This is an optimization exercise on Yosys and OpenROAD, whose aim is small area, not a production implementation. At most, simulation tests tie the RTL to the original design; equivalence was not proved.

Design remimo_core, start of the top module:
module remimo_core (
    input  wire        clk,
    input  wire        rst,         
    output wire        mem_req,
    output wire        mem_we,
    output wire [15:0] mem_addr,
    output wire [15:0] mem_wdata,
    input  wire        mem_ready,
    input  wire [15:0] mem_rdata,
    output wire        halted,
    output wire [1:0]  cause,       
    output wire [15:0] pc,
    output wire [15:0] r0,
    output wire [15:0] r1,
    output wire [15:0] r2,
    output wire [15:0] r3,
    output wire [3:0]  flags        
);
    localparam S_INIT  = 3'd0;
    localparam S_FETCH = 3'd1;
    localparam S_EXEC  = 3'd2;
    localparam S_ACC   = 3'd3;
    localparam S_P2    = 3'd4;
    localparam S_REST  = 3'd5;
    localparam S_HALT  = 3'd6;
    localparam S_LS1   = 3'd7;
    reg [2:0]  state;
    reg [1:0]  cause_q;
    reg [3:0]  cnt;
    reg [15:0] pc_q, t;
    reg [15:0] x0, x1, x2, x3;
    reg [1:0]  lrd, lrs;
    reg        lst;                  
    reg        c;                    
    reg        pcc;                  
    reg        fc, fn, fv, fz;
    wire init  = (state == S_INIT);
    wire fetch = (state == S_FETCH);
    wire exec  = (state == S_EXEC);
    wire acc   = (state == S_ACC);
    wire p2    = (state == S_P2);
    wire rest  = (state == S_REST);
    wire ls1   = (state == S_LS1);
    wire [3:0] op     = t[15:12];
    wire       is_alu = (op[3:2] == 2'b00);
    wire       is_ls  = ls1;
    wire       is_sh  = (op == 4'd6);
    wire       is_mvi = (op == 4'd7);
    wire       is_b   = (op == 4'd8);
    wire       is_bc  = (op == 4'd9);
    wire       immf   = (lrd == lrs);
    wire       first  = (cnt == 4'd0);
    wire       lo     = ~cnt[3];           
    reg [1:0] imm_d;
    always @(*) begin
        case (cnt[1:0])
            2'd0: imm_d = t[1:0];
  ...
Size: ~630 cells after synthesis, ~140 I/O pins, ~0.0059 mm2 of cells after synthesis.
==> flow/config.mk <==
export PLATFORM = sky130hd
export DESIGN_NAME = remimo_core
export DESIGN_NICKNAME = remimo_core
export VERILOG_FILES = /design/flow/design.v
export SDC_FILE = /design/flow/constraint.sdc
export NUM_CORES = 4
export LEC_CHECK = 0
export ABC_AREA = 1
export CAP_MARGIN = 20
export CORE_MARGIN = 2
export CORE_UTILIZATION = 40
export SLEW_MARGIN = 20
==> flow/constraint.sdc <==
create_clock -name core_clock -period 10.0 [get_ports {clk}]
set_input_delay 2.0000 -clock core_clock [delete_from_list [all_inputs] [get_ports {clk}]]
set_output_delay 2.0000 -clock core_clock [all_outputs]
set_load 0.01 [all_outputs]
standard.sh (not shown) runs the stock make flow with config.mk's settings and CLKGATE_MAP_FILE= SYNTH_SCRIPT=/design/flow/synth_recipe.tcl, a recipe that flattens the netlist after the stock synthesis.
==> flow/flow/run.sh <==
#!/bin/bash
# Standard ORFS layout (the standard.sh) with two changes to how it is built:
# every port is buffered by the smallest buffer cell, and the clock tree uses
# small buffers, larger sink clusters and no dummy loads.
set -euo pipefail
export BUFFER_PORTS_ARGS="-buffer_cell sky130_fd_sc_hd__buf_1"
export CTS_ARGS="-sink_clustering_enable -repair_clock_nets -buf_list sky130_fd_sc_hd__clkbuf_4 -dont_use_dummy_load -sink_clustering_size 20 -sink_clustering_max_diameter 60"
bash standard.sh > standard_flow.log 2>&1
Edit:
--- a/flow/design.v
+++ b/flow/design.v
@@ -95,22 +95,21 @@
         endcase
     end
     wire alu_fo = ~immf & t[4];
     wire [2:0] sh_k    = t[3:1];
     wire       sh_b    = t[0];
     wire       sh_r    = t[6] | (t[3:0] == 4'd0);
-    wire       l_copy  = lo & (cnt[2:0] <= ~sh_k);
-    wire [3:0] cnt_inc = cnt + 4'd1;
+    wire [3:0] l_mid   = 4'd8 - {1'b0, sh_k};
+    wire       l_copy  = (cnt < l_mid);
     wire [1:0] sh_src  = sh_r ? (lo ? rs_o : {2{t[5] & c}})
                               : (lo ? 2'b00 : rd_o);
-    wire [1:0] sh_v    = sh_b ? {sh_src[0], c} : sh_src;
+    wire       sh_cin  = (~sh_r & (cnt == l_mid)) ? 1'b0 : c;
+    wire [1:0] sh_v    = sh_b ? {sh_src[0], sh_cin} : sh_src;
     wire [1:0] sh_wb   = (~sh_r & l_copy) ? rs_o : (t[7] ? ~sh_v : sh_v);
-    wire       sh_last = sh_r ? ((sh_b ? cnt : cnt_inc) == {1'b1, sh_k})
-                              : (cnt == {1'b1, ~sh_k});
-    wire       sh_rs   = lo;
-    wire       sh_c    = ~(~sh_r & l_copy) & sh_src[1];
+    wire [3:0] sh_last = sh_r ? (4'd7 + {1'b0, sh_k} + {3'd0, sh_b})
+                              : (4'd15 - {1'b0, sh_k});
     wire [1:0] mvi_d  = (cnt[2] == t[8]) ? imm_d : 2'b00;
     wire [1:0] mvi_wb = t[9] ? ~mvi_d : mvi_d;
     reg taken;
     always @(*) begin
         case (t[11:8])
             4'd0:  taken = fz;
@@ -156,15 +155,15 @@
             if (is_alu) begin
                 rd_en = 1'b1;
                 rs_en = 1'b1;
                 wb    = alu_fo ? rd_o : alu_res;
             end else if (is_sh) begin
                 rd_en = 1'b1;
-                rs_en = sh_rs;
+                rs_en = lo;
                 wb    = sh_wb;
-                last  = sh_last;
+                last  = (cnt == sh_last);
             end else if (is_mvi) begin
                 rd_en = 1'b1;
                 wb    = mvi_wb;
             end else if (is_b) begin
                 pc_in = ~cnt[2] ? imm_d : cnt[1] ? 2'b00 : cnt[0] ? t[11:10] : t[9:8];
             end
@@ -211,13 +210,13 @@
             lrs <= mem_rdata[9:8];
             lst <= mem_rdata[12];
         end
     end
     always @(posedge clk) begin
         if (exec & is_sh)
-            c <= sh_c;
+            c <= sh_src[1];
         else
             c <= s_c2;
         pcc <= p_c2;
     end
     always @(posedge clk) begin
         if (rst) begin
@@ -240,13 +239,13 @@
             state   <= S_INIT;
             cause_q <= 2'd0;
             cnt     <= 4'd0;
         end else begin
             case (state)
                 S_INIT, S_P2, S_REST, S_EXEC, S_LS1: begin
-                    cnt <= cnt_inc;
+                    cnt <= cnt + 4'd1;
                     if (last) begin
                         cnt <= 4'd0;
                         if (rest) begin
                             state   <= S_HALT;
                             cause_q <= 2'd3;
                         end else if (ls1)
Utilization hardly moves.
Die area came out higher by 0.73%.
Wire length came out lower by 1.6%.
Setup slack improved by 230 ps.
Clock-buffer cell count stays the same.
Maximum frequency came out higher by 6.1%.
For the second run of this note, only the layout was checked, not whether the RTL still works.

-- static timing again, ports no longer ideal --
No port has a modelled driver above. Below, the same layouts with a new extraction and two added sets of constraints.
Step 1 sets driving cells, clkbuf_16 on the clock port and buf_2 on the other inputs (assumed; they add their load-dependent delay and slew).
Step 2 times the ports against the registers' clock, not the clock port: input delays grow and output delays shrink by t, the midpoint of the rising clock arrivals with the driver on.
a / b / c = no drivers / after step 1 / after step 2; a / b = the first two.
run | shift t [ns] | setup slack, ns | slew at the worst register clock pin (ns) | worst slew at a driven data input, ns
the first run | 0.553 | 6.059 / 6.023 / 6.184 | 0.12 / 0.12 | 0.03
the second run | 0.552 | 6.285 / 6.248 / 6.431 | 0.11 / 0.11 | 0.04
After both steps setup and hold are still met in every run listed.
